From an optimization exercise on the open Yosys and OpenROAD flow, aimed at small area, a short achievable clock period and few clock cycles; shortcuts taken in it are not production practice. At most, simulation tests tie the RTL to the original design; equivalence was not proved. Function not checked in runs 1, 4 and 5: the RTL went through the layout flow alone. Power figures rest on the tool's default switching activity, not on a simulated workload.

**flow/config.mk**
```make
export PLATFORM = sky130hd
export DESIGN_NAME = ssb_seqgen
export DESIGN_NICKNAME = ssb_seqgen
export VERILOG_FILES = /design/flow/design.v
export SDC_FILE = /design/flow/constraint.sdc
export NUM_CORES = 4
export LEC_CHECK = 0
export CAP_MARGIN = 20
export CORE_MARGIN = 2
export CORE_UTILIZATION = 40
export CTS_BUF_LIST = sky130_fd_sc_hd__clkbuf_8
export SLEW_MARGIN = 20
```
**flow/constraint.sdc**
```tcl
create_clock -name core_clock -period 10.0 [get_ports {clk}]
set_input_delay 2.0000 -clock core_clock [delete_from_list [all_inputs] [get_ports {clk}]]
set_output_delay 2.0000 -clock core_clock [all_outputs]
set_load 0.01 [all_outputs]
```
**flow/design.v**
```verilog
module ssb_seqgen (
    input  wire        clk,
    input  wire        rst,           
    input  wire        start,
    input  wire [1:0]  op,
    input  wire [11:0] len,           
    input  wire [30:0] cinit,         
    input  wire [8:0]  nid1,          
    input  wire [1:0]  nid2,          
    input  wire [9:0]  ncell,         
    input  wire [5:0]  issb,          
    input  wire [6:0]  lmax,          
    input  wire        nhf,           
    output wire        ready,
    output wire        out_valid,
    output wire [31:0] out_data,
    input  wire        out_ready
);
    localparam [1:0] OP_PRSG = 2'd0, OP_PSS = 2'd1, OP_SSS = 2'd2, OP_DMRS = 2'd3;
    localparam [126:0] XS1 = 127'h7f54cee9637b5b2470be57344f143040;
    localparam [30:0] X1_S0    = 31'h00000001;
    localparam [30:0] X1_S32   = 31'h48000000;
    localparam [30:0] X1_S96   = 31'h12480000;
    localparam [30:0] X1_S352  = 31'h0812c800;
    localparam [30:0] X1_S1600 = 31'h5e485840;
    localparam [15:0] P_QPSK = 16'h2D41;   
    localparam [15:0] M_QPSK = 16'hD2BF;   
    reg         st_free;                  
    reg         st_start;                 
    reg         st_spend;                 
    reg         st_warm;                  
    reg         st_wa;                    
    reg         st_fb;                    
    reg         st_emit;                  
    reg         st_clr;                   
    reg         geq;                      
    reg         xq;                       
    reg  [1:0]  gop;
    reg  [30:0] x1, x2;
    reg  [11:0] rem;                      
    reg         seq_act, sss;
    reg  [6:0]  a0;                       
    reg  [6:0]  idx1;                     
    reg  [6:0]  scnt;
    reg         ovalid;
    reg  [31:0] odata;
    assign ready     = st_free;
    assign out_valid = ovalid;
    assign out_data  = odata;
    wire        op_prsg = (gop == OP_PRSG);
    wire        op_dmrs = (gop == OP_DMRS);
    wire        op_seq  = gop[0] ^ gop[1];
    function [10:0] ks_add(input [10:0] a, input [10:0] b);
        reg [10:0] g, p;
        integer i, d;
        begin
            g = a & b;
            p = a ^ b;
            for (d = 1; d < 11; d = d * 2)
                for (i = 10; i >= d; i = i - 1) begin
                    g[i] = g[i] | (p[i] & g[i-d]);
                    p[i] = p[i] & p[i-d];
                end
            ks_add = a ^ b ^ {g[9:0], 1'b0};
        end
    endfunction
    wire p1_t0 = x1[1] ^ x1[4];
    wire p1_t1 = x1[2] ^ x1[5];
    wire x1_s0 = p1_t0;
    wire x1_s1 = p1_t1;
    wire x1_s2 = x1[3] ^ x1[6];
    wire x1_s3 = x1[4] ^ x1[7];
    wire x1_s4 = x1[5] ^ x1[8];
    wire x1_s5 = x1[6] ^ x1[9];
    wire x1_s6 = x1[7] ^ x1[10];
    wire x1_s7 = x1[8] ^ x1[11];
    wire x1_s8 = x1[9] ^ x1[12];
    wire x1_s9 = x1[10] ^ x1[13];
    wire x1_s10 = x1[11] ^ x1[14];
    wire x1_s11 = x1[12] ^ x1[15];
    wire x1_s12 = x1[13] ^ x1[16];
    wire x1_s13 = x1[14] ^ x1[17];
    wire x1_s14 = x1[15] ^ x1[18];
    wire x1_s15 = x1[16] ^ x1[19];
    wire x1_s16 = x1[17] ^ x1[20];
    wire x1_s17 = x1[18] ^ x1[21];
    wire x1_s18 = x1[19] ^ x1[22];
    wire x1_s19 = x1[20] ^ x1[23];
    wire x1_s20 = x1[21] ^ x1[24];
    wire x1_s21 = x1[22] ^ x1[25];
    wire x1_s22 = x1[23] ^ x1[26];
    wire x1_s23 = x1[24] ^ x1[27];
    wire x1_s24 = x1[25] ^ x1[28];
    wire x1_s25 = x1[26] ^ x1[29];
    wire x1_s26 = x1[27] ^ x1[30];
    wire x1_s27 = x1[0] ^ x1[3] ^ x1[28];
    wire x1_s28 = x1[29] ^ p1_t0;
    wire x1_s29 = x1[30] ^ p1_t1;
    wire x1_s30 = x1[0] ^ x1[6];
    wire x1_b63 = x1[1] ^ x1[7];
    wire p2_t0 = x2[1] ^ x2[2];
    wire p2_t1 = x2[3] ^ x2[5];
    wire p2_t2 = x2[26] ^ x2[27];
    wire p2_t3 = x2[28] ^ x2[29];
    wire p2_t4 = x2[0] ^ x2[30];
    wire p2_t5 = x2[4] ^ x2[6];
    wire p2_t6 = x2[7] ^ x2[8];
    wire p2_t7 = x2[9] ^ x2[10];
    wire p2_t8 = x2[11] ^ x2[12];
    wire p2_t9 = x2[13] ^ x2[14];
    wire p2_t10 = x2[15] ^ x2[16];
    wire p2_t11 = x2[17] ^ x2[18];
    wire p2_t12 = x2[19] ^ x2[20];
    wire p2_t13 = x2[21] ^ x2[22];
    wire p2_t14 = x2[23] ^ x2[24];
    wire p2_t15 = x2[3] ^ p2_t0;
    wire p2_t16 = x2[2] ^ p2_t1;
    wire p2_t17 = x2[6] ^ p2_t6;
    wire p2_t18 = x2[25] ^ p2_t14;
    wire p2_t19 = x2[25] ^ p2_t2;
    wire p2_t20 = x2[4] ^ p2_t4;
    wire x2_s0 = x2[4] ^ p2_t15;
    wire x2_s1 = x2[4] ^ p2_t16;
    wire x2_s2 = p2_t1 ^ p2_t5;
    wire x2_s3 = x2[5] ^ x2[7] ^ p2_t5;
    wire x2_s4 = x2[5] ^ p2_t17;
    wire x2_s5 = x2[9] ^ p2_t17;
    wire x2_s6 = p2_t6 ^ p2_t7;
    wire x2_s7 = x2[8] ^ x2[11] ^ p2_t7;
    wire x2_s8 = p2_t7 ^ p2_t8;
    wire x2_s9 = x2[10] ^ x2[13] ^ p2_t8;
    wire x2_s10 = p2_t8 ^ p2_t9;
    wire x2_s11 = x2[12] ^ x2[15] ^ p2_t9;
    wire x2_s12 = p2_t9 ^ p2_t10;
    wire x2_s13 = x2[14] ^ x2[17] ^ p2_t10;
    wire x2_s14 = p2_t10 ^ p2_t11;
    wire x2_s15 = x2[16] ^ x2[19] ^ p2_t11;
    wire x2_s16 = p2_t11 ^ p2_t12;
    wire x2_s17 = x2[18] ^ x2[21] ^ p2_t12;
    wire x2_s18 = p2_t12 ^ p2_t13;
    wire x2_s19 = x2[20] ^ x2[23] ^ p2_t13;
    wire x2_s20 = p2_t13 ^ p2_t14;
    wire x2_s21 = x2[22] ^ p2_t18;
    wire x2_s22 = x2[26] ^ p2_t18;
    wire x2_s23 = x2[24] ^ p2_t19;
    wire x2_s24 = x2[28] ^ p2_t19;
    wire x2_s25 = p2_t2 ^ p2_t3;
    wire x2_s26 = x2[27] ^ x2[30] ^ p2_t3;
    wire x2_s27 = p2_t3 ^ p2_t4 ^ p2_t15;
    wire x2_s28 = x2[29] ^ p2_t20;
    wire x2_s29 = p2_t4 ^ p2_t16;
    wire x2_s30 = x2[0] ^ x2[2] ^ p2_t5;
    wire x2_b63 = x2[1] ^ x2[7] ^ p2_t1;
    wire x2_j0 = x2[30] ^ p2_t0 ^ p2_t2;
    wire x2_j1 = x2[0] ^ x2[1] ^ x2[27] ^ x2[28];
    wire x2_j2 = p2_t0 ^ p2_t3;
    wire x2_j3 = x2[2] ^ x2[3] ^ x2[29] ^ x2[30];
    wire x2_j4 = p2_t0 ^ p2_t20;
    wire x2_j5 = x2[0] ^ x2[5];
    wire x2_j6 = x2[1] ^ x2[6];
    wire x2_j7 = x2[2] ^ x2[7];
    wire x2_j8 = x2[3] ^ x2[8];
    wire x2_j9 = x2[4] ^ x2[9];
    wire x2_j10 = x2[5] ^ x2[10];
    wire x2_j11 = x2[6] ^ x2[11];
    wire x2_j12 = x2[7] ^ x2[12];
    wire x2_j13 = x2[8] ^ x2[13];
    wire x2_j14 = x2[9] ^ x2[14];
    wire x2_j15 = x2[10] ^ x2[15];
    wire x2_j16 = x2[11] ^ x2[16];
    wire x2_j17 = x2[12] ^ x2[17];
    wire x2_j18 = x2[13] ^ x2[18];
    wire x2_j19 = x2[14] ^ x2[19];
    wire x2_j20 = x2[15] ^ x2[20];
    wire x2_j21 = x2[16] ^ x2[21];
    wire x2_j22 = x2[17] ^ x2[22];
    wire x2_j23 = x2[18] ^ x2[23];
    wire x2_j24 = x2[19] ^ x2[24];
    wire x2_j25 = x2[20] ^ x2[25];
    wire x2_j26 = x2[21] ^ x2[26];
    wire x2_j27 = x2[22] ^ x2[27];
    wire x2_j28 = x2[23] ^ x2[28];
    wire x2_j29 = x2[24] ^ x2[29];
    wire x2_j30 = x2[25] ^ x2[30];
    wire [30:0] x1_step = {x1_s30, x1_s29, x1_s28, x1_s27, x1_s26, x1_s25, x1_s24, x1_s23, x1_s22, x1_s21, x1_s20, x1_s19, x1_s18, x1_s17, x1_s16, x1_s15, x1_s14, x1_s13, x1_s12, x1_s11, x1_s10, x1_s9, x1_s8, x1_s7, x1_s6, x1_s5, x1_s4, x1_s3, x1_s2, x1_s1, x1_s0};
    wire [30:0] x2_step = {x2_s30, x2_s29, x2_s28, x2_s27, x2_s26, x2_s25, x2_s24, x2_s23, x2_s22, x2_s21, x2_s20, x2_s19, x2_s18, x2_s17, x2_s16, x2_s15, x2_s14, x2_s13, x2_s12, x2_s11, x2_s10, x2_s9, x2_s8, x2_s7, x2_s6, x2_s5, x2_s4, x2_s3, x2_s2, x2_s1, x2_s0};
    wire [30:0] x2_jump = {x2_j30, x2_j29, x2_j28, x2_j27, x2_j26, x2_j25, x2_j24, x2_j23, x2_j22, x2_j21, x2_j20, x2_j19, x2_j18, x2_j17, x2_j16, x2_j15, x2_j14, x2_j13, x2_j12, x2_j11, x2_j10, x2_j9, x2_j8, x2_j7, x2_j6, x2_j5, x2_j4, x2_j3, x2_j2, x2_j1, x2_j0};
    wire [31:0] cur = {x1[3] ^ x1[0] ^ x2[3] ^ x2[2] ^ x2[1] ^ x2[0], x1 ^ x2};
    wire        dmrs  = gop[0];
    wire        short = (rem[11:5] == 7'd0);
    wire [31:0] prsg_word = cur;
    wire [3:0]  psel = 4'd0 - rem[4:1];
    reg  [15:0] cur_i, cur_q;
    integer p;
    always @* begin
        for (p = 0; p < 16; p = p + 1) begin
            cur_i[p] = cur[2*p];
            cur_q[p] = cur[2*p+1];
        end
    end
    wire        qi = cur_i[psel];
    wire        qq = cur_q[psel];
    wire [31:0] dmrs_word = {qq ? M_QPSK : P_QPSK, qi ? M_QPSK : P_QPSK};
    wire [31:0] gold_word = dmrs ? dmrs_word : prsg_word;
    wire        g_last    = dmrs ? (rem == 12'd2) : (short || rem == 12'd32);
    wire        g_adv     = !dmrs || (rem[4:0] == 5'd2);
    wire [9:0]  f_ncell = x1[20:11];
    wire [2:0]  f_issb  = x1[23:21];
    wire        f_nhf   = x1[24];
    wire        f_l4    = x1[25];
    wire [2:0]  ip      = f_l4 ? {f_nhf, f_issb[1:0]} : f_issb;
    wire [3:0]  ip1     = {1'b0, ip} + 4'd1;
    reg  [7:0]  q1;                       
    integer qb;
    always @* begin
        for (qb = 0; qb < 8; qb = qb + 1)
            q1[qb] = f_ncell[2+qb] ^ (&(f_ncell[9:2] | ~((8'd1 << qb) - 8'd1)));
    end
    wire [10:0] pp0     = ip1[0] ? {3'd0, q1} : 11'd0;
    wire [10:0] pp1     = ip1[1] ? {2'd0, q1, 1'b0} : 11'd0;
    wire [10:0] pp2     = (ip1[2] ? {1'b0, q1, 2'd0} : 11'd0) | (ip1[3] ? {q1, 3'd0} : 11'd0);
    wire [10:0] csa_s   = pp0 ^ pp1 ^ pp2;
    wire [9:0]  csa_c   = (pp0[9:0] & pp1[9:0]) | (pp0[9:0] & pp2[9:0]) | (pp1[9:0] & pp2[9:0]);
    wire [30:0] dmrs_a  = {csa_c, csa_s, ip1, 4'd0, f_ncell[1:0]};
    wire [10:0] b_prod  = ks_add(x2[20:10], {x2[30:21], 1'b0});
    wire [30:0] dmrs_b  = {9'd0, b_prod, 1'b0, x2[9:6], 4'd0, x2[1:0]};
    wire [8:0]  f_nid1 = x1[8:0];
    wire [1:0]  f_nid2 = x1[10:9];
    wire [1:0]  grp    = (f_nid1 >= 9'd224) ? 2'd2 : (f_nid1 >= 9'd112) ? 2'd1 : 2'd0;
    wire [8:0]  nid1m  = f_nid1 - 9'd112 * grp;
    reg  [6:0]  a0_init;
    always @* begin
        if (gop == OP_PSS) begin
            case (f_nid2)
                2'd0:    a0_init = 7'b0000001;
                2'd1:    a0_init = 7'b0001101;
                default: a0_init = 7'b1010100;
            endcase
        end else begin
            case ({grp, f_nid2})
                4'b0000: a0_init = 7'b1000000;
                4'b0001: a0_init = 7'b0010010;
                4'b0010: a0_init = 7'b0101100;
                4'b0100: a0_init = 7'b1111001;
                4'b0101: a0_init = 7'b0111011;
                4'b0110: a0_init = 7'b1100001;
                4'b1000: a0_init = 7'b1111111;
                4'b1001: a0_init = 7'b1100011;
                default: a0_init = 7'b0110111;
            endcase
        end
    end
    wire        slot      = !ovalid || out_ready;
    wire        seq_last  = (scnt == 7'd126);
    wire        seq_emit  = seq_act && slot;
    wire        seq_free  = !seq_act || (seq_emit && seq_last);
    wire        gold_emit = geq && slot;
    wire        gold_done = gold_emit && g_last;
    wire        clr_go    = gold_done && !dmrs && short;     
    wire        clr_done  = st_clr && scnt[4:0] == 5'd31;
    wire        seq_load  = (st_start || st_spend) && op_seq && seq_free;
    wire        warm_end  = st_warm && !st_wa && x1 == X1_S352;
    wire        seq_neg  = a0[0] ^ (sss & XS1[idx1]);
    wire [31:0] seq_word = {16'd0, seq_neg, 15'h4000};
    always @(posedge clk) begin
        if (rst) begin
            seq_act <= 1'b0;
        end else if (seq_load) begin
            seq_act <= 1'b1;
            sss     <= (gop == OP_SSS);
            a0      <= a0_init;
            idx1    <= nid1m[6:0];
            scnt    <= 7'd0;
        end else if (seq_emit) begin
            if (seq_last)
                seq_act <= 1'b0;
            a0   <= {a0[4] ^ a0[0], a0[6:1]};
            idx1 <= (idx1 == 7'd126) ? 7'd0 : idx1 + 7'd1;
            scnt <= scnt + 7'd1;
        end else if (clr_go) begin
            scnt <= 7'd0;
        end else if (st_clr) begin
            scnt <= scnt + 7'd1;
        end
    end
    wire        prsg_empty = (rem == 12'd0);
    always @(posedge clk) begin
        if (rst) begin
            st_free  <= 1'b1;
            st_start <= 1'b0;
            st_spend <= 1'b0;
            st_warm  <= 1'b0;
            st_wa    <= 1'b0;
            st_fb    <= 1'b0;
            st_emit  <= 1'b0;
            st_clr   <= 1'b0;
        end else begin
            st_free  <= (st_free && !start) || (st_start && op_prsg && prsg_empty) ||
                        ((st_start || st_spend) && op_seq && seq_free) ||
                        (gold_done && !clr_go) || clr_done;
            st_start <= st_free && start;
            st_spend <= (st_start || st_spend) && op_seq && !seq_free;
            st_fb    <= st_start && op_dmrs;
            st_warm  <= st_fb || (st_start && op_prsg && !prsg_empty) ||
                        (st_warm && !warm_end);
            st_wa    <= st_fb || (st_start && op_prsg && !prsg_empty) ||
                        (st_wa && x1 != X1_S96);
            st_emit  <= st_emit_n;
            st_clr   <= clr_go || (st_clr && !clr_done);
        end
    end
    wire        st_emit_n = warm_end || (st_emit && !gold_done);
    wire        seq_act_n = seq_load || (seq_act && !(seq_emit && seq_last));
    wire        geq_n     = st_emit_n && !seq_act_n;
    wire        xq_n      = geq_n && (!gop[0] || (gold_emit ? rem[4:0] == 5'd4 : rem[4:0] == 5'd2));
    always @(posedge clk) begin
        geq <= !rst && geq_n;
        xq  <= !rst && xq_n;
    end
    wire        g_step = st_warm || (xq && slot);
    always @(posedge clk) begin
        if (st_free) begin
            x1  <= {5'd0, lmax == 7'd4, nhf, issb[2:0], ncell, nid2, nid1};
            x2  <= cinit;
            rem <= len;
            gop <= op;
        end else if (st_start) begin
            if (op_dmrs) begin
                x1  <= X1_S0;
                x2  <= dmrs_a;
                rem <= 12'd288;
            end else if (op_prsg) begin
                x1  <= X1_S32;
                x2  <= x2_jump;
            end
        end else if (st_fb) begin
            x2 <= dmrs_b;
        end else if (g_step) begin
            x1 <= warm_end ? X1_S1600 : x1_step;
            x2 <= st_wa ? x2_jump : x2_step;
        end
        if (gold_emit)
            rem <= rem - (dmrs ? 12'd2 : 12'd32);
    end
    always @(posedge clk) begin
        if (rst)
            ovalid <= 1'b0;
        else
            ovalid <= seq_emit || (gold_emit && !clr_go) || clr_done || (ovalid && !out_ready);
        if (seq_emit || gold_emit)
            odata <= seq_act ? seq_word : gold_word;
        else if (st_clr)
            odata <= {odata[0] & (scnt[4:0] < rem[4:0]), odata[31:1]};
    end
endmodule
```
**flow/flow/run.sh**
```bash
#!/bin/bash
# The standard layout (the standard.sh, unchanged synthesis), with
# repair_timing asked for extra setup margin so that the layout is
# optimised for a shorter achieved period, and ports buffered with a
# small buffer cell. Each step's output is logged.
bash standard.sh synth > synth.log 2>&1
bash standard.sh SETUP_SLACK_MARGIN=7.0 "BUFFER_PORTS_ARGS=-buffer_cell sky130_fd_sc_hd__buf_2" finish > finish.log 2>&1
```
**flow/standard.sh**
```bash
#!/bin/bash
# synth_recipe.tcl (not shown) runs the flow's synth.tcl, then flattens the netlist and writes it again
# the make line also repeats each setting of config.mk as NAME=value (left out here)
make -C /OpenROAD-flow-scripts/flow DESIGN_CONFIG=/design/flow/config.mk WORK_HOME=/design/flow/orfs CLKGATE_MAP_FILE= SYNTH_SCRIPT=/design/flow/synth_recipe.tcl "${@:-finish}"
```
==> results of run 1 <==
## cell usage after synthesis (7+ instances only)
| library cell | number | area [um^2] |
|---|---|---|
| nand2_1 | 144 | 541 |
| clkbuf_1 | 88 | 330 |
| nand2b_1 | 15 | 93.8 |
| nand3_1 | 17 | 85.1 |
| clkbuf_8 | 7 | 96.3 |
| fa_1 | 8 | 160 |
| nor3_1 | 21 | 105 |
| ha_1 | 39 | 488 |
| xor2_1 | 78 | 683 |
| o31ai_1 | 9 | 67.6 |
| a221o_2 | 9 | 101 |
| o22ai_1 | 8 | 50.1 |
| and2_1 | 7 | 43.8 |
| a22o_1 | 12 | 105 |
| mux2i_1 | 11 | 110 |
| nor2b_1 | 9 | 56.3 |
| xnor2_1 | 117 | 1020 |
| inv_1 | 34 | 128 |
| a211oi_1 | 11 | 82.6 |
| o21ai_0 | 109 | 546 |
| edfxtp_1 | 125 | 3750 |
| nor2_1 | 85 | 319 |
| nor4_1 | 8 | 50.1 |
| dfxtp_1 | 17 | 340 |
| a21oi_1 | 53 | 265 |
| buf_1 | 8 | 30.0 |
| o221ai_1 | 9 | 78.8 |
## kinds of logic after synthesis
| kind of cell | count (synthesis) |
|---|---|
| AOI/OAI and AO/OA | 285 |
| xor gates and xnor gates | 198 |
| adders and majority gates | 47 |
| buffers and inverters | 144 |
| DFF | 142 |
| muxes | 25 |
| and+or+nand+nor | 339 |
## report_power, final
part / switching [mW] / internal (mW)
combinational: 0.633 / 0.558
sequential: 0.197 / 0.747
clock: 0.275 / 0.230
total: 1.11 / 1.53
## registers in the layout (all words and copies together) (netlist names), 2 cells and up
| name | flops |
|---|---|
| rem | 12 |
| gop | 2 |
| scnt | 7 |
| idx1 | 7 |
| odata | 32 |
| a0 | 7 |
| x1 | 31 |
| x2 | 31 |
## worst paths after layout
check                           slack [ns]           to
worst min-delay path                  0.51      st_emit
worst min register to register        0.51      st_emit
worst max-delay path                  6.93  out_data[7]
worst max register to register        7.19    odata[22]
## routing by layer
layer,track usage (%),part of all wire [%],up-vias
li1,-,-,4358
met1,30.9,43,4387
met2,36.4,46,351
met3,4.70,7.8,62
met4,9.14,3.3,0
met5,0,0,-
## placed cells by master, fill, tap and decap left out, types with 9 or more instances in the layout
cell type,Yosys,layout
nand2_1,144,137
edfxtp_1,125,125
xnor2_1,117,116
buf_2,1,112
o21ai_0,109,100
nor2_1,85,82
xor2_1,78,78
buf_4,1,61
a21oi_1,53,51
ha_1,39,39
inv_1,34,34
nor3_1,21,18
clkbuf_8,7,17
nand3_1,17,16
dfxtp_1,17,15
nand2b_1,15,12
a22o_1,12,12
mux2i_1,11,11
a211oi_1,11,11
o221ai_1,9,9
a221o_2,9,9
## final cells by class
| type | instances | area, um^2 |
|---|---|---|
| timing repair buffer | 176 | 1060 |
| clock inverter | 15 | 174 |
| sequential | 142 | 4100 |
| multi-input combinational | 897 | 6480 |
| inverter | 36 | 136 |
| clock buffer | 17 | 234 |
| fill | 2615 | 14300 |
| tap | 341 | 427 |
## timing repair
action / in CTS / in global routing
resized for setup: 13 / 13
setup buffers: 28 / 28
endpoints found under the setup margin: 171 / 155
gates cloned: 2 / 1
pin swaps: 0 / 4
==> impl_metrics.env, run 1 <==
export IMPL_status="complete, no violations"
export IMPL_fin_crit_ns=3.07
export IMPL_clk_pin_slew_ns=0.09
export IMPL_seq_area_frac_synth_pct=37.6
export IMPL_clock_path_buffers=2
export IMPL_reg2reg_from="x2[2]"
export IMPL_cp_startpoint="odata[7]"
export IMPL_power_density_mw_per_mm2=209
export IMPL_cp_arrival_ns=1.07
export IMPL_place_ws_ns=5.98
export IMPL_wl_per_cell_um=20.2
export IMPL_yosys_area_share_simple_pct=14.1
export IMPL_syn_avg_cell_area_um2=9.24
export IMPL_fin_skew_ns=0.0165
export IMPL_antenna_found_initial=0
export IMPL_area_growth_syn_to_layout_pct=15.7
export IMPL_cp_slowest_cell="edfxtp_1"
export IMPL_place_inst=1533
export IMPL_dpl_hpwl_mm=23.4
export IMPL_grt_pass1_vias=8813
export IMPL_hold_viol=0
export IMPL_hold_depth=2
export IMPL_path_buf_inv=1
export IMPL_netlist_area_mm2=0.0109
export IMPL_num_vias=9158
export IMPL_synth_fa_ha_area_share_pct=5.95
export IMPL_ir_drop_uv=93.5
export IMPL_critPathKind="flip-flop to primary output"
export IMPL_h_tree_depth=4
export IMPL_maxCapViolCount=0
export IMPL_hp_class="flip-flop to flip-flop"
export IMPL_period_share_pct=30.7
export IMPL_synth_distinct_cells=78
export IMPL_slew_violations=0
export IMPL_first_pass_iters=5
export IMPL_synth_edf_count=125
export IMPL_die_w_um=169
export IMPL_clock_sinks=142
export IMPL_rsz0062_at_grt="yes"
export IMPL_insertion_delay_ns=0.48
export IMPL_gp_congestion=0.936
export IMPL_total_power_mw=2.64
export IMPL_core_area_mm2=0.0269
export IMPL_layoutNonFillerInstCount=1624
export IMPL_worstPathMaxFanout=2
export IMPL_placementRows=60
export IMPL_final_setup_worst_slack_ns=6.93
export IMPL_yosysWarnings=1
export IMPL_drc=0
export IMPL_ys_flop_type="edfxtp_1"
export IMPL_worstPathCellList="buf_2"
export IMPL_place_area_mm2=0.0116
export IMPL_synth_mux_area_share_pct=3.37
export IMPL_drive_gt1_share_pct=22.0
export IMPL_max_freq_ghz=0.326
export IMPL_cp_top_family="flip-flops"
export IMPL_finish_utilization_pct=46.9
export IMPL_synth_nets=1311
export IMPL_reg2regPathDepth=7
export IMPL_drt_initial_drc_count=872
export IMPL_worst_hold_slack_ns=0.508
export IMPL_synthArstFlopShare_pct=0
export IMPL_grt_first_pass_wirelength_mm=50.3
export IMPL_nets=1401
export IMPL_synth_top_family_by_area="compound AO/OA/AOI/OAI gates"
export IMPL_cts_tree="yes"
export IMPL_tightest_slew_ns=1.11
export IMPL_drtAntennaViolNets=0
export IMPL_endpoint_kind="primary output"
export IMPL_crit_required_ns=8.00
export IMPL_viasPerCell=5.64
export IMPL_synthXorXnorAreaFrac_pct=16.4
export IMPL_relSlewSlack_pct=25.5
export IMPL_fin_tns_setup_ns=0
export IMPL_grt_usage_pct=23.0
export IMPL_synth_compound_area_share_pct=16.9
export IMPL_die_h_um=169
export IMPL_grt_max_degree=78
export IMPL_cpPeakStageDelay_ns=0.43
export IMPL_start_util_pct=40.6
export IMPL_final_area_mm2=0.0126
export IMPL_cp_start_kind="flip-flop"
export IMPL_die_area_mm2=0.0286
export IMPL_n_antenna_cell=0
export IMPL_numPortBuffers=114
export IMPL_ys_seq_elements=142
export IMPL_hold_buffers=0
export IMPL_grt_overflow=0
export IMPL_hp_start="st_emit"
export IMPL_ioPinCount=118
export IMPL_p_leak_nw=4.94
export IMPL_setup_violations=0
export IMPL_cts_root_buf="clkbuf_8"
export IMPL_drt_total_wl_mm=32.7
export IMPL_cts_buffers=17
export IMPL_worst_path_stages=1
export IMPL_synth_cells=1180
==> run 2, diff against run 1 <==
--- a/flow/design.v
+++ b/flow/design.v
@@ -31,5 +31,4 @@
     reg         st_warm;                  
     reg         st_wa;                    
-    reg         st_fb;                    
     reg         st_emit;                  
     reg         st_clr;                   
@@ -205,9 +204,5 @@
     wire        g_last    = dmrs ? (rem == 12'd2) : (short || rem == 12'd32);
     wire        g_adv     = !dmrs || (rem[4:0] == 5'd2);
-    wire [9:0]  f_ncell = x1[20:11];
-    wire [2:0]  f_issb  = x1[23:21];
-    wire        f_nhf   = x1[24];
-    wire        f_l4    = x1[25];
-    wire [2:0]  ip      = f_l4 ? {f_nhf, f_issb[1:0]} : f_issb;
+    wire [2:0]  ip      = (lmax == 7'd4) ? {nhf, issb[1:0]} : issb[2:0];
     wire [3:0]  ip1     = {1'b0, ip} + 4'd1;
     reg  [7:0]  q1;                       
@@ -215,14 +210,15 @@
     always @* begin
         for (qb = 0; qb < 8; qb = qb + 1)
-            q1[qb] = f_ncell[2+qb] ^ (&(f_ncell[9:2] | ~((8'd1 << qb) - 8'd1)));
+            q1[qb] = ncell[2+qb] ^ (&(ncell[9:2] | ~((8'd1 << qb) - 8'd1)));
     end
-    wire [10:0] pp0     = ip1[0] ? {3'd0, q1} : 11'd0;
-    wire [10:0] pp1     = ip1[1] ? {2'd0, q1, 1'b0} : 11'd0;
-    wire [10:0] pp2     = (ip1[2] ? {1'b0, q1, 2'd0} : 11'd0) | (ip1[3] ? {q1, 3'd0} : 11'd0);
+    wire [3:0]  b_ip1   = x1[24:21];
+    wire [7:0]  b_q1    = x1[20:13];
+    wire [10:0] pp0     = b_ip1[0] ? {3'd0, b_q1} : 11'd0;
+    wire [10:0] pp1     = b_ip1[1] ? {2'd0, b_q1, 1'b0} : 11'd0;
+    wire [10:0] pp2     = (b_ip1[2] ? {1'b0, b_q1, 2'd0} : 11'd0) | (b_ip1[3] ? {b_q1, 3'd0} : 11'd0);
     wire [10:0] csa_s   = pp0 ^ pp1 ^ pp2;
-    wire [9:0]  csa_c   = (pp0[9:0] & pp1[9:0]) | (pp0[9:0] & pp2[9:0]) | (pp1[9:0] & pp2[9:0]);
-    wire [30:0] dmrs_a  = {csa_c, csa_s, ip1, 4'd0, f_ncell[1:0]};
-    wire [10:0] b_prod  = ks_add(x2[20:10], {x2[30:21], 1'b0});
-    wire [30:0] dmrs_b  = {9'd0, b_prod, 1'b0, x2[9:6], 4'd0, x2[1:0]};
+    wire [10:0] csa_c   = {(pp0[9:0] & pp1[9:0]) | (pp0[9:0] & pp2[9:0]) | (pp1[9:0] & pp2[9:0]), 1'b0};
+    wire [10:0] b_prod  = ks_add(csa_s, csa_c);
+    wire [30:0] dmrs_b  = {9'd0, b_prod, 1'b0, b_ip1, 4'd0, x1[12:11]};
     wire [8:0]  f_nid1 = x1[8:0];
     wire [1:0]  f_nid2 = x1[10:9];
@@ -292,5 +288,4 @@
             st_warm  <= 1'b0;
             st_wa    <= 1'b0;
-            st_fb    <= 1'b0;
             st_emit  <= 1'b0;
             st_clr   <= 1'b0;
@@ -301,8 +296,7 @@
             st_start <= st_free && start;
             st_spend <= (st_start || st_spend) && op_seq && !seq_free;
-            st_fb    <= st_start && op_dmrs;
-            st_warm  <= st_fb || (st_start && op_prsg && !prsg_empty) ||
+            st_warm  <= (st_start && op_dmrs) || (st_start && op_prsg && !prsg_empty) ||
                         (st_warm && !warm_end);
-            st_wa    <= st_fb || (st_start && op_prsg && !prsg_empty) ||
+            st_wa    <= (st_start && op_dmrs) || (st_start && op_prsg && !prsg_empty) ||
                         (st_wa && x1 != X1_S96);
             st_emit  <= st_emit_n;
@@ -321,5 +315,5 @@
     always @(posedge clk) begin
         if (st_free) begin
-            x1  <= {5'd0, lmax == 7'd4, nhf, issb[2:0], ncell, nid2, nid1};
+            x1  <= {6'd0, ip1, q1, ncell[1:0], nid2, nid1};
             x2  <= cinit;
             rem <= len;
@@ -328,5 +322,5 @@
             if (op_dmrs) begin
                 x1  <= X1_S0;
-                x2  <= dmrs_a;
+                x2  <= dmrs_b;
                 rem <= 12'd288;
             end else if (op_prsg) begin
@@ -334,6 +328,4 @@
                 x2  <= x2_jump;
             end
-        end else if (st_fb) begin
-            x2 <= dmrs_b;
         end else if (g_step) begin
             x1 <= warm_end ? X1_S1600 : x1_step;
--- a/flow/config.mk
+++ b/flow/config.mk
@@ -9,4 +9,3 @@
 export CORE_MARGIN = 2
 export CORE_UTILIZATION = 40
-export CTS_BUF_LIST = sky130_fd_sc_hd__clkbuf_8
 export SLEW_MARGIN = 20
==> run 2 against run 1 <==
  * Still clean on timing, DRC and antenna
  * First-iteration DRC count down 19%
  * Core utilization up 1.6 points
  * Clock-buffer cell count up 3
  * Die area down 3.4%
  * Wire length down 4.8%
  * Worst hold slack about the same
  * Synthesized area down 3.5%
  * Highest routed layer unchanged
==> impl_metrics.env, run 2 <==
export IMPL_status="complete, no violations"
export IMPL_crit_required_ns=10.16
export IMPL_nets=1347
export IMPL_mostFrequentLayoutCell="edfxtp_1"
export IMPL_synthArstFlopShare_pct=0
export IMPL_numPortBuffers=114
export IMPL_grt_overflow=0
export IMPL_fin_crit_ns=3.25
export IMPL_place_ws_ns=6.18
export IMPL_grt_first_pass_wirelength_mm=48.9
export IMPL_final_setup_worst_slack_ns=6.75
export IMPL_drive_gt1_share_pct=24.2
export IMPL_clock_sinks=141
export IMPL_hold_buffers=0
export IMPL_yosysWarnings=1
export IMPL_clk_pin_slew_ns=0.06
export IMPL_ys_seq_elements=141
export IMPL_synthTopCellsByArea="edfxtp_1 (35%), xnor2_1 (9.7%), xor2_1 (6.3%)"
export IMPL_die_area_mm2=0.0276
export IMPL_p_seq_share_pct=35.2
export IMPL_period_share_pct=32.5
export IMPL_syn_avg_cell_area_um2=9.43
export IMPL_setup_violations=0
export IMPL_ioPinCount=118
export IMPL_synth_distinct_cells=76
export IMPL_placementRows=59
export IMPL_antenna_found_initial=0
export IMPL_wl_per_cell_um=20.0
export IMPL_clock_path_buffers=2
export IMPL_hp_class="flip-flop to flip-flop"
export IMPL_total_power_mw=2.58
export IMPL_tightest_slew_ns=0.957
export IMPL_drtAntennaViolNets=0
export IMPL_maxCapViolCount=0
export IMPL_grt_max_degree=77
export IMPL_grt_pass1_vias=8634
export IMPL_grt_usage_pct=22.5
export IMPL_num_vias=8742
export IMPL_slew_violations=0
export IMPL_p_comb_share_pct=40.3
export IMPL_finish_utilization_pct=48.6
export IMPL_insertion_delay_ns=0.43
export IMPL_synth_most_common_cell="edfxtp_1"
export IMPL_largest_register_ffs=32
export IMPL_h_tree_depth=4
export IMPL_cts_buffers=17
export IMPL_synth_nets=1250
export IMPL_area_growth_syn_to_layout_pct=19.6
export IMPL_synth_cells=1116
export IMPL_n_antenna_cell=0
export IMPL_first_pass_iters=5
export IMPL_start_util_pct=40.6
export IMPL_die_w_um=166
export IMPL_power_share_clock_pct=24.4
export IMPL_seq_area_frac_synth_pct=38.6
export IMPL_fillers=2461
export IMPL_drc=0
export IMPL_ir_drop_uv=117
export IMPL_worstPathMaxFanout=2
export IMPL_final_cell_mix="edfxtp_1 (124), xnor2_1 (115), buf_2 (113)"
export IMPL_die_h_um=166
export IMPL_core_area_mm2=0.0259
export IMPL_max_freq_ghz=0.307
export IMPL_swShare_pct=37.6
export IMPL_cts_tree="yes"
export IMPL_yosys_area_top_type="edfxtp_1"
export IMPL_endpoint_kind="flip-flop"
export IMPL_internal_power_mw=1.61
export IMPL_cp_arrival_ns=3.41
export IMPL_synthTopCellsByCount="edfxtp_1 (124), xnor2_1 (116), nand2_1 (105), clkbuf_1 (89), nor2_1 (86)"
export IMPL_drt_total_wl_mm=31.2
export IMPL_ys_flop_type="edfxtp_1"
export IMPL_fin_skew_ns=0.0127
export IMPL_final_area_mm2=0.0126
export IMPL_cts_root_buf="clkbuf_16"
export IMPL_viasPerCell=5.60
export IMPL_synth_edf_count=124
export IMPL_reg_top3="odata (32), x1 (31), x2 (31)"
export IMPL_fin_tns_setup_ns=0
export IMPL_netlist_area_mm2=0.0105
export IMPL_p_leak_nw=4.97
export IMPL_critPathKind="input port to flip-flop"
export IMPL_top_register="odata"
export IMPL_hold_viol=0
export IMPL_cp_start_kind="input port"
export IMPL_yosysTopAreaCellShare_pct=35.4
export IMPL_switching_power_mw=0.967
export IMPL_dpl_hpwl_mm=21.7
export IMPL_rsz0062_at_grt="yes"
export IMPL_power_density_mw_per_mm2=205
export IMPL_relSlewSlack_pct=36.0
export IMPL_gp_congestion=0.911
export IMPL_place_area_mm2=0.0113
export IMPL_drt_initial_drc_count=708
## run 2: cell count changes after synthesis, sizes merged, moves of 5 or more
cell,change
nand2,-39
o21ai,-33
and2,+11
clkbuf,-9
nor3,-9
a221o,-6
and3,+6
buf,+6
nand3,+6
a22o,+5
o221ai,-5
o22ai,+5
## run 2: logic make-up after synthesis
kind of cell | share of synthesized area, %
buffers and inverters | 5.45
adder cells (fa/ha/maj) | 6.52
AO/OA/AOI/OAI | 16.3
multiplexers | 2.81
AND/OR/NAND/NOR | 13.7
flip-flops | 38.6
XOR/XNOR | 16.6
## run 2: final timing paths
path	end	slack, ns	startpoint	cells after the start
setup / recovery	x1[23]	6.75	lmax[5]	6
hold / removal	a0[0]	0.51	a0[1]	2
setup reg to reg	x2[21]	6.92	x1[14]	11
hold reg to reg	a0[0]	0.51	a0[1]	2
## run 2: worst max-delay path: stages
cell,delay (ns)
buf_6,0.09
or4b_4,0.54
nor4_4,0.18
mux2i_2,0.31
xor2_1,0.19
o22ai_1,0.09
## run 2: area by class of cell
class	instances	area, um^2	share of cell area (%)
multi-input combinational	834	6300	50.1
timing repair buffer	180	1080	8.58
clock buffer	20	437	3.47
clock inverter	12	125	0.994
tap	335	419	3.33
inverter	39	151	1.20
sequential	141	4070	32.3
## run 2: what timing repair did
item / in CTS / in global routing
gates resized for setup: 17 / 24
setup endpoints to repair: 187 / 146
buffers inserted: 47 / 13
pin swaps: 7 / 14
cloned: 2 / 1
## run 2: power by group through the flow
stage | sequential, mW | clock [mW] | combinational (mW)
2_1_floorplan | 0.780 | 0 | 0.873
3_3_place_gp | 0.932 | 0 | 0.935
3_5_place_dp | 0.933 | 0 | 0.946
4_1_cts | 0.903 | 0.634 | 1.01
5_1_grt | 0.917 | 0.659 | 1.15
6_report | 0.908 | 0.629 | 1.04
## run 2: metrics by stage
stage,std cells,hold WS (ns)
floorplan,1116,0.462
detailed placement,1466,0.497
CTS,1547,0.512
global route,1561,0.559
global placement,1466,0.498
finish,1561,0.508
## run 2: per-layer routing
metal | track usage (%) | vias up | part of all wire (%)
li1 | - | 4145 | -
met1 | 30.6 | 4225 | 44
met2 | 36.9 | 338 | 47
met3 | 4.27 | 34 | 7.2
met4 | 6.31 | 0 | 1.8
met5 | 0 | - | 0
Testbench counts of run 2, summed over its fixed seeds: cycles 16,393.
==> run 3, diff against run 2 <==
--- a/flow/config.mk
+++ b/flow/config.mk
@@ -9,3 +9,4 @@
 export CORE_MARGIN = 2
 export CORE_UTILIZATION = 40
+export CTS_BUF_LIST = sky130_fd_sc_hd__clkbuf_8
 export SLEW_MARGIN = 20
==> run 3 against run 2 <==
  * Worst hold slack improved by 0.0053 ns
  * Wire length rose by 0.37%
  * Critical path type unchanged
  * Sequential cell count did not move
  * Total power fell by 6.7%
  * Die area did not move
==> impl_metrics.env, run 3 <==
export IMPL_seq_area_frac_synth_pct=38.6
export IMPL_p_leak_nw=4.90
export IMPL_die_area_mm2=0.0276
export IMPL_relSlewSlack_pct=36.8
export IMPL_yosysTopAreaCellShare_pct=35.4
export IMPL_grt_max_degree=77
export IMPL_top_register="odata"
export IMPL_antenna_found_initial=0
export IMPL_mostFrequentLayoutCell="edfxtp_1"
export IMPL_ys_flop_type="edfxtp_1"
export IMPL_swShare_pct=39.2
export IMPL_cp_arrival_ns=3.41
export IMPL_ir_drop_uv=80.8
export IMPL_first_pass_iters=5
export IMPL_p_comb_share_pct=43.3
export IMPL_endpoint_kind="flip-flop"
export IMPL_netlist_area_mm2=0.0105
export IMPL_num_vias=8709
export IMPL_synth_most_common_cell="edfxtp_1"
export IMPL_synth_edf_count=124
export IMPL_grt_overflow=0
export IMPL_final_area_mm2=0.0124
export IMPL_period_share_pct=32.2
export IMPL_fin_skew_ns=0.0208
export IMPL_n_antenna_cell=0
export IMPL_cts_root_buf="clkbuf_8"
export IMPL_fin_tns_setup_ns=0
export IMPL_viasPerCell=5.56
export IMPL_core_area_mm2=0.0259
export IMPL_max_freq_ghz=0.311
export IMPL_total_power_mw=2.40
export IMPL_p_seq_share_pct=37.7
export IMPL_final_cell_mix="edfxtp_1 (124), xnor2_1 (115), buf_2 (112)"
export IMPL_reg_top3="odata (32), x1 (31), x2 (31)"
export IMPL_cts_tree="yes"
export IMPL_internal_power_mw=1.46
export IMPL_synthTopCellsByArea="edfxtp_1 (35%), xnor2_1 (9.7%), xor2_1 (6.3%)"
export IMPL_largest_register_ffs=32
export IMPL_dpl_hpwl_mm=21.7
export IMPL_clock_sinks=141
export IMPL_yosys_area_top_type="edfxtp_1"
export IMPL_power_density_mw_per_mm2=194
export IMPL_status="complete, no violations"
export IMPL_fillers=2492
export IMPL_place_area_mm2=0.0113
export IMPL_cp_start_kind="input port"
export IMPL_grt_pass1_vias=8658
export IMPL_placementRows=59
export IMPL_slew_violations=0
export IMPL_synth_nets=1250
export IMPL_numPortBuffers=114
export IMPL_drt_initial_drc_count=771
export IMPL_insertion_delay_ns=0.46
export IMPL_power_share_clock_pct=19.0
export IMPL_hold_buffers=0
export IMPL_grt_first_pass_wirelength_mm=48.9
export IMPL_tightest_slew_ns=0.945
export IMPL_synth_cells=1116
export IMPL_yosysWarnings=1
export IMPL_synth_distinct_cells=76
export IMPL_wl_per_cell_um=20.0
export IMPL_drive_gt1_share_pct=24.5
export IMPL_switching_power_mw=0.941
export IMPL_nets=1352
export IMPL_ys_seq_elements=141
export IMPL_ioPinCount=118
export IMPL_rsz0062_at_grt="yes"
export IMPL_clk_pin_slew_ns=0.08
export IMPL_drtAntennaViolNets=0
export IMPL_worstPathMaxFanout=2
export IMPL_hp_class="flip-flop to flip-flop"
export IMPL_grt_usage_pct=22.6
export IMPL_drc=0
export IMPL_gp_congestion=0.911
export IMPL_worst_hold_slack_ns=0.514
export IMPL_fin_crit_ns=3.22
export IMPL_start_util_pct=40.6
export IMPL_h_tree_depth=4
export IMPL_die_w_um=166
export IMPL_crit_required_ns=10.19
export IMPL_synthArstFlopShare_pct=0
export IMPL_place_ws_ns=6.18
export IMPL_hold_viol=0
export IMPL_synthTopCellsByCount="edfxtp_1 (124), xnor2_1 (116), nand2_1 (105), clkbuf_1 (89), nor2_1 (86)"
export IMPL_syn_avg_cell_area_um2=9.43
export IMPL_drt_total_wl_mm=31.3
export IMPL_setup_violations=0
export IMPL_final_setup_worst_slack_ns=6.78
export IMPL_die_h_um=166
export IMPL_cts_buffers=17
export IMPL_clock_path_buffers=2
export IMPL_critPathKind="input port to flip-flop"
export IMPL_maxCapViolCount=0
export IMPL_area_growth_syn_to_layout_pct=17.9
[run 3: repair_timing]
| action | CTS | global route |
|---|---|---|
| gates resized for setup | 17 | 22 |
| setup endpoints to repair | 168 | 120 |
| gates cloned | 2 | 1 |
| pin swaps | 6 | 15 |
| buffers inserted | 51 | 14 |
[run 3: layout make-up]
| type | instances | area [um^2] | share of cell area (%) |
|---|---|---|---|
| sequential | 141 | 4070 | 32.8 |
| multi-input combinational | 834 | 6280 | 50.6 |
| clock inverter | 15 | 136 | 1.10 |
| tap | 335 | 419 | 3.38 |
| timing repair buffer | 185 | 1120 | 9.05 |
| clock buffer | 17 | 234 | 1.89 |
| inverter | 39 | 149 | 1.20 |
[run 3: through the flow]
step,utilization (%),instances
final,47.9,1566
after global routing,47.9,1566
after CTS,47.1,1551
after detailed placement,43.8,1466
after global placement,43.8,1466
after floorplan,-,1116
[run 3: cells by family after synthesis]
| group | share of synthesized area [%] |
|---|---|
| flops | 38.6 |
| compound gates | 16.3 |
| buf+inv | 5.45 |
| simple gates | 13.7 |
| mux | 2.81 |
| xor+xnor | 16.6 |
| fa+ha+maj | 6.52 |
[run 3: critical path, cell delays in order]
cell and delay (ns):
buf_6 0.09, or4b_4 0.54, nor4_4 0.18, mux2i_2 0.31, xor2_1 0.19, o22ai_1 0.10
[run 3: layer usage]
metal	wire length [um]	GRT usage (%)	part of all wire (%)	vias up
li1	-	-	-	4150
met5	0	0	0	-
met3	2210	4.86	7.1	32
met1	13700	30.6	44	4224
met2	14900	37.1	48	303
met4	459	5.18	1.5	0
[run 3: power groups by stage]
| stage | Sequential, mW | Combinational [mW] | Clock [mW] |
|---|---|---|---|
| 5_1_grt | 0.916 | 1.15 | 0.488 |
| 3_5_place_dp | 0.933 | 0.946 | 0 |
| 3_3_place_gp | 0.932 | 0.935 | 0 |
| 2_1_floorplan | 0.780 | 0.873 | 0 |
| 6_report | 0.906 | 1.04 | 0.456 |
| 4_1_cts | 0.901 | 1.02 | 0.465 |
[run 3: path summary, 6_finish.rpt]
path	cells past startpoint	start	slack [ns]	to
min	2	a0[1]	0.51	a0[0]
max	6	lmax[5]	6.78	x1[23]
min reg2reg	2	a0[1]	0.51	a0[0]
max reg2reg	11	x1[14]	6.92	x2[21]
==> run 4, diff against run 3 <==
--- a/flow/design.v
+++ b/flow/design.v
@@ -31,4 +31,5 @@
     reg         st_warm;                  
     reg         st_wa;                    
+    reg         st_fb;                    
     reg         st_emit;                  
     reg         st_clr;                   
@@ -97,11 +98,10 @@
     wire x1_s29 = x1[30] ^ p1_t1;
     wire x1_s30 = x1[0] ^ x1[6];
-    wire x1_b63 = x1[1] ^ x1[7];
     wire p2_t0 = x2[1] ^ x2[2];
-    wire p2_t1 = x2[3] ^ x2[5];
-    wire p2_t2 = x2[26] ^ x2[27];
-    wire p2_t3 = x2[28] ^ x2[29];
-    wire p2_t4 = x2[0] ^ x2[30];
-    wire p2_t5 = x2[4] ^ x2[6];
+    wire p2_t1 = x2[26] ^ x2[27];
+    wire p2_t2 = x2[28] ^ x2[29];
+    wire p2_t3 = x2[0] ^ x2[30];
+    wire p2_t4 = x2[3] ^ x2[4];
+    wire p2_t5 = x2[5] ^ x2[6];
     wire p2_t6 = x2[7] ^ x2[8];
     wire p2_t7 = x2[9] ^ x2[10];
@@ -113,16 +113,16 @@
     wire p2_t13 = x2[21] ^ x2[22];
     wire p2_t14 = x2[23] ^ x2[24];
-    wire p2_t15 = x2[3] ^ p2_t0;
-    wire p2_t16 = x2[2] ^ p2_t1;
-    wire p2_t17 = x2[6] ^ p2_t6;
-    wire p2_t18 = x2[25] ^ p2_t14;
-    wire p2_t19 = x2[25] ^ p2_t2;
-    wire p2_t20 = x2[4] ^ p2_t4;
-    wire x2_s0 = x2[4] ^ p2_t15;
-    wire x2_s1 = x2[4] ^ p2_t16;
-    wire x2_s2 = p2_t1 ^ p2_t5;
-    wire x2_s3 = x2[5] ^ x2[7] ^ p2_t5;
-    wire x2_s4 = x2[5] ^ p2_t17;
-    wire x2_s5 = x2[9] ^ p2_t17;
+    wire p2_t15 = x2[2] ^ x2[5];
+    wire p2_t16 = x2[25] ^ p2_t14;
+    wire p2_t17 = x2[25] ^ p2_t1;
+    wire p2_t18 = x2[3] ^ p2_t3;
+    wire p2_t19 = p2_t0 ^ p2_t2;
+    wire p2_t20 = x2[4] ^ p2_t3;
+    wire x2_s0 = p2_t0 ^ p2_t4;
+    wire x2_s1 = p2_t4 ^ p2_t15;
+    wire x2_s2 = p2_t4 ^ p2_t5;
+    wire x2_s3 = x2[4] ^ x2[7] ^ p2_t5;
+    wire x2_s4 = p2_t5 ^ p2_t6;
+    wire x2_s5 = x2[6] ^ x2[9] ^ p2_t6;
     wire x2_s6 = p2_t6 ^ p2_t7;
     wire x2_s7 = x2[8] ^ x2[11] ^ p2_t7;
@@ -140,18 +140,17 @@
     wire x2_s19 = x2[20] ^ x2[23] ^ p2_t13;
     wire x2_s20 = p2_t13 ^ p2_t14;
-    wire x2_s21 = x2[22] ^ p2_t18;
-    wire x2_s22 = x2[26] ^ p2_t18;
-    wire x2_s23 = x2[24] ^ p2_t19;
-    wire x2_s24 = x2[28] ^ p2_t19;
-    wire x2_s25 = p2_t2 ^ p2_t3;
-    wire x2_s26 = x2[27] ^ x2[30] ^ p2_t3;
-    wire x2_s27 = p2_t3 ^ p2_t4 ^ p2_t15;
+    wire x2_s21 = x2[22] ^ p2_t16;
+    wire x2_s22 = x2[26] ^ p2_t16;
+    wire x2_s23 = x2[24] ^ p2_t17;
+    wire x2_s24 = x2[28] ^ p2_t17;
+    wire x2_s25 = p2_t1 ^ p2_t2;
+    wire x2_s26 = x2[27] ^ x2[30] ^ p2_t2;
+    wire x2_s27 = p2_t18 ^ p2_t19;
     wire x2_s28 = x2[29] ^ p2_t20;
-    wire x2_s29 = p2_t4 ^ p2_t16;
-    wire x2_s30 = x2[0] ^ x2[2] ^ p2_t5;
-    wire x2_b63 = x2[1] ^ x2[7] ^ p2_t1;
-    wire x2_j0 = x2[30] ^ p2_t0 ^ p2_t2;
+    wire x2_s29 = p2_t15 ^ p2_t18;
+    wire x2_s30 = x2[0] ^ x2[2] ^ x2[4] ^ x2[6];
+    wire x2_j0 = x2[30] ^ p2_t0 ^ p2_t1;
     wire x2_j1 = x2[0] ^ x2[1] ^ x2[27] ^ x2[28];
-    wire x2_j2 = p2_t0 ^ p2_t3;
+    wire x2_j2 = p2_t19;
     wire x2_j3 = x2[2] ^ x2[3] ^ x2[29] ^ x2[30];
     wire x2_j4 = p2_t0 ^ p2_t20;
@@ -204,5 +203,9 @@
     wire        g_last    = dmrs ? (rem == 12'd2) : (short || rem == 12'd32);
     wire        g_adv     = !dmrs || (rem[4:0] == 5'd2);
-    wire [2:0]  ip      = (lmax == 7'd4) ? {nhf, issb[1:0]} : issb[2:0];
+    wire [9:0]  f_ncell = x1[20:11];
+    wire [2:0]  f_issb  = x1[23:21];
+    wire        f_nhf   = x1[24];
+    wire        f_l4    = x1[25];
+    wire [2:0]  ip      = f_l4 ? {f_nhf, f_issb[1:0]} : f_issb;
     wire [3:0]  ip1     = {1'b0, ip} + 4'd1;
     reg  [7:0]  q1;                       
@@ -210,15 +213,14 @@
     always @* begin
         for (qb = 0; qb < 8; qb = qb + 1)
-            q1[qb] = ncell[2+qb] ^ (&(ncell[9:2] | ~((8'd1 << qb) - 8'd1)));
+            q1[qb] = f_ncell[2+qb] ^ (&(f_ncell[9:2] | ~((8'd1 << qb) - 8'd1)));
     end
-    wire [3:0]  b_ip1   = x1[24:21];
-    wire [7:0]  b_q1    = x1[20:13];
-    wire [10:0] pp0     = b_ip1[0] ? {3'd0, b_q1} : 11'd0;
-    wire [10:0] pp1     = b_ip1[1] ? {2'd0, b_q1, 1'b0} : 11'd0;
-    wire [10:0] pp2     = (b_ip1[2] ? {1'b0, b_q1, 2'd0} : 11'd0) | (b_ip1[3] ? {b_q1, 3'd0} : 11'd0);
+    wire [10:0] pp0     = ip1[0] ? {3'd0, q1} : 11'd0;
+    wire [10:0] pp1     = ip1[1] ? {2'd0, q1, 1'b0} : 11'd0;
+    wire [10:0] pp2     = (ip1[2] ? {1'b0, q1, 2'd0} : 11'd0) | (ip1[3] ? {q1, 3'd0} : 11'd0);
     wire [10:0] csa_s   = pp0 ^ pp1 ^ pp2;
-    wire [10:0] csa_c   = {(pp0[9:0] & pp1[9:0]) | (pp0[9:0] & pp2[9:0]) | (pp1[9:0] & pp2[9:0]), 1'b0};
-    wire [10:0] b_prod  = ks_add(csa_s, csa_c);
-    wire [30:0] dmrs_b  = {9'd0, b_prod, 1'b0, b_ip1, 4'd0, x1[12:11]};
+    wire [9:0]  csa_c   = (pp0[9:0] & pp1[9:0]) | (pp0[9:0] & pp2[9:0]) | (pp1[9:0] & pp2[9:0]);
+    wire [30:0] dmrs_a  = {csa_c, csa_s, ip1, 4'd0, f_ncell[1:0]};
+    wire [10:0] b_prod  = ks_add(x2[20:10], {x2[30:21], 1'b0});
+    wire [30:0] dmrs_b  = {9'd0, b_prod, 1'b0, x2[9:6], 4'd0, x2[1:0]};
     wire [8:0]  f_nid1 = x1[8:0];
     wire [1:0]  f_nid2 = x1[10:9];
@@ -288,4 +290,5 @@
             st_warm  <= 1'b0;
             st_wa    <= 1'b0;
+            st_fb    <= 1'b0;
             st_emit  <= 1'b0;
             st_clr   <= 1'b0;
@@ -296,7 +299,8 @@
             st_start <= st_free && start;
             st_spend <= (st_start || st_spend) && op_seq && !seq_free;
-            st_warm  <= (st_start && op_dmrs) || (st_start && op_prsg && !prsg_empty) ||
+            st_fb    <= st_start && op_dmrs;
+            st_warm  <= st_fb || (st_start && op_prsg && !prsg_empty) ||
                         (st_warm && !warm_end);
-            st_wa    <= (st_start && op_dmrs) || (st_start && op_prsg && !prsg_empty) ||
+            st_wa    <= st_fb || (st_start && op_prsg && !prsg_empty) ||
                         (st_wa && x1 != X1_S96);
             st_emit  <= st_emit_n;
@@ -315,5 +319,5 @@
     always @(posedge clk) begin
         if (st_free) begin
-            x1  <= {6'd0, ip1, q1, ncell[1:0], nid2, nid1};
+            x1  <= {5'd0, lmax == 7'd4, nhf, issb[2:0], ncell, nid2, nid1};
             x2  <= cinit;
             rem <= len;
@@ -322,5 +326,5 @@
             if (op_dmrs) begin
                 x1  <= X1_S0;
-                x2  <= dmrs_b;
+                x2  <= dmrs_a;
                 rem <= 12'd288;
             end else if (op_prsg) begin
@@ -328,4 +332,6 @@
                 x2  <= x2_jump;
             end
+        end else if (st_fb) begin
+            x2 <= dmrs_b;
         end else if (g_step) begin
             x1 <= warm_end ? X1_S1600 : x1_step;
--- a/flow/flow/run.sh
+++ b/flow/flow/run.sh
@@ -5,3 +5,3 @@
 # small buffer cell. Each step's output is logged.
 bash standard.sh synth > synth.log 2>&1
-bash standard.sh SETUP_SLACK_MARGIN=7.0 "BUFFER_PORTS_ARGS=-buffer_cell sky130_fd_sc_hd__buf_2" finish > finish.log 2>&1
+bash standard.sh SETUP_SLACK_MARGIN=7.3 "BUFFER_PORTS_ARGS=-buffer_cell sky130_fd_sc_hd__buf_2" finish > finish.log 2>&1
==> run 4 against run 3 <==
  * Wire length up 16%
  * Synthesized cell count up 4.4%
  * Final cell count up 8.2%
  * Synthesized area up 3.8%
  * Clock skew up 0.0018 ns
  * First-iteration DRC count up 27%
  * Sequential cell count up 1
  * Die area up 3.7%
  * Clock power up 11%
  * Critical path depth down 5
  * Highest routed layer unchanged
==> impl_metrics.env, run 4 <==
export IMPL_die_w_um=169
export IMPL_hp_class="flip-flop to flip-flop"
export IMPL_die_area_mm2=0.0286
export IMPL_worst_path_stages=1
export IMPL_insertion_delay_ns=0.48
export IMPL_numPortBuffers=114
export IMPL_synthTopCellsByCount="nand2_1 (127), edfxtp_1 (125), xnor2_1 (114), clkbuf_1 (86), xor2_1 (79)"
export IMPL_reg_top3="odata (32), x1 (31), x2 (31)"
export IMPL_cp_arrival_ns=1.06
export IMPL_cts_buffers=17
export IMPL_synthArstFlopShare_pct=0
export IMPL_path_buf_inv=1
export IMPL_clock_path_buffers=2
export IMPL_synth_edf_count=125
export IMPL_r2r_setup_slack_ns=7.22
export IMPL_reg2regPathDepth=11
export IMPL_multiInputGateArea_mm2=0.00698
export IMPL_top_register="odata"
export IMPL_rsz0062_at_grt="yes"
export IMPL_grt_first_pass_wirelength_mm=54.9
export IMPL_viasPerCell=5.78
export IMPL_clk_pin_slew_ns=0.09
export IMPL_synth_cells=1165
export IMPL_synth_most_common_cell="nand2_1"
export IMPL_slew_violations=0
export IMPL_n_antenna_cell=0
export IMPL_fin_tns_setup_ns=0
export IMPL_h_tree_depth=4
export IMPL_hold_viol=0
export IMPL_critPathKind="flip-flop to primary output"
export IMPL_cpPeakStageDelay_ns=0.44
export IMPL_yosysWarnings=1
export IMPL_place_area_mm2=0.0116
export IMPL_yosys_area_top_type="edfxtp_1"
export IMPL_worstPathMaxFanout=2
export IMPL_cp_slowest_cell="edfxtp_1"
export IMPL_first_pass_iters=5
export IMPL_ys_seq_elements=142
export IMPL_cp_top_family="flip-flops"
export IMPL_start_util_pct=40.6
export IMPL_ys_flop_type="edfxtp_1"
export IMPL_crit_required_ns=8.00
export IMPL_synth_nets=1296
export IMPL_nets=1472
export IMPL_seq_area_frac_synth_pct=37.5
export IMPL_status="complete, no violations"
export IMPL_regArea_mm2=0.00410
export IMPL_gp_congestion=0.902
export IMPL_relSlewSlack_pct=39.8
export IMPL_ir_drop_uv=135
export IMPL_setup_violations=0
export IMPL_hold_buffers=0
export IMPL_final_cell_mix="edfxtp_1 (125), xnor2_1 (111), buf_2 (111)"
export IMPL_clock_sinks=142
export IMPL_synth_distinct_cells=82
export IMPL_drive_gt1_share_pct=31.9
export IMPL_die_h_um=169
export IMPL_fin_skew_ns=0.0226
export IMPL_cp_start_kind="flip-flop"
export IMPL_cts_tree="yes"
export IMPL_fillers=2407
export IMPL_maxCapViolCount=0
export IMPL_worstPathCellList="buf_2"
export IMPL_mostFrequentLayoutCell="edfxtp_1"
export IMPL_drtAntennaViolNets=0
export IMPL_largest_register_ffs=32
export IMPL_area_growth_syn_to_layout_pct=28.4
export IMPL_synthTopCellsByArea="edfxtp_1 (34%), xnor2_1 (9.1%), xor2_1 (6.3%)"
export IMPL_period_share_pct=30.6
export IMPL_cts_root_buf="clkbuf_8"
export IMPL_num_vias=9795
export IMPL_dpl_hpwl_mm=24.0
export IMPL_placementRows=60
export IMPL_antenna_found_initial=0
export IMPL_grt_max_degree=82
export IMPL_grt_pass1_vias=9302
export IMPL_endpoint_kind="primary output"
export IMPL_fin_crit_ns=3.06
export IMPL_hold_depth=2
export IMPL_ioPinCount=118
export IMPL_yosysTopAreaCellShare_pct=34.4
export IMPL_place_inst=1517
export IMPL_netlist_area_mm2=0.0109
export IMPL_power_density_mw_per_mm2=202
export IMPL_grt_usage_pct=25.2
export IMPL_drt_initial_drc_count=980
export IMPL_core_area_mm2=0.0269
export IMPL_tightest_slew_ns=0.901
export IMPL_layoutNonFillerInstCount=1695
export IMPL_grt_overflow=0
export IMPL_max_freq_ghz=0.326
export IMPL_p_leak_nw=5.54
export IMPL_final_area_mm2=0.0140
export IMPL_drt_total_wl_mm=36.2
export IMPL_wl_per_cell_um=21.4
export IMPL_drc=0
export IMPL_syn_avg_cell_area_um2=9.37
==> run 4: cell count changes after synthesis, sizes merged, moves of 6 or more <==
cell / delta
a221o: +6
and2: -13
mux2: +8
nand2: +23
nor2: -9
nor2b: +9
nor3: +6
o31ai: +19
==> run 4: area by class of cell <==
cell class,instances,area share (%)
Multi-Input combinational cell,885,49.7
Clock buffer,17,1.67
Inverter,41,1.18
Sequential cell,142,29.2
Tap cell,341,3.04
Timing Repair Buffer,254,13.9
Clock inverter,15,1.21
==> run 4: path summary, 6_finish.rpt <==
kind	startpoint	to
max	odata[14]	out_data[14]
min	st_emit	st_emit
max reg2reg	x1[6]	idx1[6]
min reg2reg	st_emit	st_emit
==> run 4: logic make-up (layout without fill, tap and decap cells) <==
family / Yosys count / after routing / synth area share, %
and+or+nand+nor: 318 / 328 / 13.6
AOI/OAI and AO/OA: 279 / 281 / 17.0
xor gates and xnor gates: 198 / 198 / 16.5
buffers and inverters: 150 / 327 / 5.56
DFF: 142 / 142 / 37.5
adders and majority gates: 47 / 47 / 5.93
muxes: 31 / 31 / 3.90
==> run 4: power breakdown <==
part | internal [mW] | switching [mW] | total [mW]
Sequential | 0.750 | 0.192 | 0.942
Combinational | 0.661 | 0.730 | 1.39
Clock | 0.246 | 0.258 | 0.505
Total | 1.66 | 1.18 | 2.84
==> run 4: routing by layer <==
metal	GRT usage [%]	vias up	part of all wire, %
li1	-	4503	-
met1	34.2	4794	43
met2	40.4	426	47
met3	6.02	72	7.8
met4	6.65	0	2.1
met5	0	-	0
==> run 4: metrics by stage <==
step	util [%]	worst slack, ns	total power [mW]	hold WS (ns)
detailed placement	43.3	6.04	2.16	0.466
floorplan	-	6.61	1.86	0.435
global placement	43.3	6.05	2.15	0.464
CTS	49.6	6.91	2.76	0.495
global route	52.2	6.88	2.99	0.502
finish	52.2	6.94	2.84	0.479
==> run 4: what timing repair did <==
| action | 4_1_cts | 5_1_grt |
|---|---|---|
| gates cloned | 15 | 1 |
| setup buffers | 79 | 51 |
| hold endpoints to repair | 0 | 0 |
| setup endpoints to repair | 269 | 264 |
| pin swaps | 54 | 24 |
| resized for setup | 110 | 73 |
==> run 5, diff against run 4 <==
--- a/flow/flow/run.sh
+++ b/flow/flow/run.sh
@@ -5,3 +5,3 @@
 # small buffer cell. Each step's output is logged.
 bash standard.sh synth > synth.log 2>&1
-bash standard.sh SETUP_SLACK_MARGIN=7.3 "BUFFER_PORTS_ARGS=-buffer_cell sky130_fd_sc_hd__buf_2" finish > finish.log 2>&1
+bash standard.sh SETUP_SLACK_MARGIN=7.0 "BUFFER_PORTS_ARGS=-buffer_cell sky130_fd_sc_hd__buf_1" finish > finish.log 2>&1
==> run 5 against run 4 <==
  * Highest routed layer unchanged
  * Still clean
  * Synthesized cell count is the same
  * Sequential share of layout area is 3.4 points higher
  * Clock skew shrank 0.011 ns
==> impl_metrics.env, run 5 <==
export IMPL_status="complete, no violations"
export IMPL_total_power_mw=2.74
export IMPL_period_share_pct=30.9
export IMPL_start_util_pct=40.6
export IMPL_cts_root_buf="clkbuf_8"
export IMPL_h_tree_depth=4
export IMPL_power_density_mw_per_mm2=218
export IMPL_drc=0
export IMPL_grt_usage_pct=23.0
export IMPL_grt_max_degree=86
export IMPL_cp_arrival_ns=3.33
export IMPL_ys_flop_type="edfxtp_1"
export IMPL_largest_register_ffs=32
export IMPL_placementRows=60
export IMPL_yosys_area_top_type="edfxtp_1"
export IMPL_fin_skew_ns=0.0119
export IMPL_crit_required_ns=10.24
export IMPL_seq_area_frac_synth_pct=37.5
export IMPL_nets=1379
export IMPL_dpl_hpwl_mm=23.9
export IMPL_cts_tree="yes"
export IMPL_area_growth_syn_to_layout_pct=15.0
export IMPL_top_register="odata"
export IMPL_first_pass_iters=6
export IMPL_synth_distinct_cells=82
export IMPL_finish_utilization_pct=46.7
export IMPL_rsz0062_at_grt="yes"
export IMPL_numPortBuffers=114
export IMPL_tightest_slew_ns=0.889
export IMPL_max_freq_ghz=0.324
export IMPL_place_ws_ns=6.06
export IMPL_grt_use_met1_pct=32.9
export IMPL_hp_class="flip-flop to flip-flop"
export IMPL_yosysTopAreaCellShare_pct=34.4
export IMPL_clock_path_buffers=2
export IMPL_synth_cells=1165
export IMPL_critPathKind="input port to flip-flop"
export IMPL_synthArstFlopShare_pct=0
export IMPL_slew_violations=0
export IMPL_endpoint_kind="flip-flop"
export IMPL_cts_buffers=17
export IMPL_n_antenna_cell=0
export IMPL_drtAntennaViolNets=0
export IMPL_die_h_um=169
export IMPL_grt_overflow=0
export IMPL_die_w_um=169
export IMPL_die_area_mm2=0.0286
export IMPL_final_setup_worst_slack_ns=6.91
export IMPL_use_met3_pct=4.24
export IMPL_synthTopCellsByArea="edfxtp_1 (34%), xnor2_1 (9.1%), xor2_1 (6.3%)"
export IMPL_wl_per_cell_um=20.9
export IMPL_r2r_setup_slack_ns=7.13
export IMPL_drt_total_wl_mm=33.5
export IMPL_viasPerCell=5.77
export IMPL_num_vias=9244
export IMPL_setup_violations=0
export IMPL_antenna_found_initial=0
export IMPL_insertion_delay_ns=0.46
export IMPL_gp_congestion=0.917
export IMPL_syn_avg_cell_area_um2=9.37
export IMPL_final_cell_mix="edfxtp_1 (125), nand2_1 (123), xnor2_1 (113)"
export IMPL_clk_pin_slew_ns=0.09
export IMPL_relSlewSlack_pct=40.8
export IMPL_grt_first_pass_wirelength_mm=50.5
export IMPL_cp_start_kind="input port"
export IMPL_busiest_layer="met2"
export IMPL_reg_top3="odata (32), x1 (31), x2 (31)"
export IMPL_hold_viol=0
export IMPL_ys_seq_elements=142
export IMPL_grt_use_met2_pct=35.3
export IMPL_netlist_area_mm2=0.0109
export IMPL_ioPinCount=118
export IMPL_ir_drop_uv=156
export IMPL_grt_pass1_vias=8607
export IMPL_mostFrequentLayoutCell="edfxtp_1"
export IMPL_p_leak_nw=4.71
export IMPL_fin_tns_setup_ns=0
export IMPL_core_area_mm2=0.0269
export IMPL_synth_most_common_cell="nand2_1"
export IMPL_synth_edf_count=125
export IMPL_synth_nets=1296
export IMPL_drt_initial_drc_count=921
export IMPL_yosysWarnings=1
export IMPL_maxCapViolCount=0
export IMPL_worstPathMaxFanout=11
export IMPL_clock_sinks=142
export IMPL_synthTopCellsByCount="nand2_1 (127), edfxtp_1 (125), xnor2_1 (114), clkbuf_1 (86), xor2_1 (79)"
export IMPL_fin_crit_ns=3.09
export IMPL_drive_gt1_share_pct=15.5
run 5: layer usage:
layer / routed length, um / share of wire, % / vias to the layer above
li1: - / - / 4309
met1: 14800 / 44 / 4466
met2: 15000 / 45 / 405
met3: 2850 / 8.5 / 64
met4: 821 / 2.5 / 0
met5: 0 / 0 / -
run 5: layout make-up:
cell class	count	area (um^2)
Fill cell	2607	14300
Multi-Input combinational cell	877	6480
Sequential cell	142	4100
Timing Repair Buffer	169	967
Tap cell	341	427
Clock buffer	17	234
Clock inverter	15	195
Inverter	41	158
run 5: power by group:
group | internal [mW] | switching [mW]
clock | 0.271 | 0.251
sequential | 0.750 | 0.212
combinational | 0.589 | 0.663
run 5: per-stage QoR:
step                std cells  hold WS, ns  cell area [um^2]
global route             1602        0.496             12600
finish                   1602        0.483             12600
detailed placement       1517        0.460             11500
CTS                      1580        0.482             12200
global placement         1517        0.466             11500
floorplan                1165        0.435             11100
run 5: cell families after synthesis:
logic type,synth area share (%)
adders and majority gates,5.93
xor gates and xnor gates,16.5
and+or+nand+nor,13.6
muxes,3.90
AOI/OAI and AO/OA,17.0
DFF,37.5
buffers and inverters,5.56
run 5: repair_timing:
action | 4_1_cts | 5_1_grt
pin swaps | 6 | 8
gates cloned | 1 | 4
hold buffers | 0 | 0
setup endpoints to repair | 153 | 175
gates resized for setup | 20 | 43
buffers inserted | 30 | 18
run 5: path summary, 6_finish.rpt:
check | start | to | depth (start not counted)
worst max-delay path | out_ready | x1[13] | 9
worst min-delay path | st_emit | st_emit | 2
worst max register to register | x1[14] | x2[28] | 9
worst min register to register | st_emit | st_emit | 2
run 5: worst max-delay path, cell delays in order:
cell and delay [ns]:
buf_1 0.07, nand2b_4 0.15, buf_12 0.14, a21oi_2 0.21, nor2_2 0.09, nor2_2 0.13, a21oi_2 0.07, or2_4 0.31
buf_12 0.15
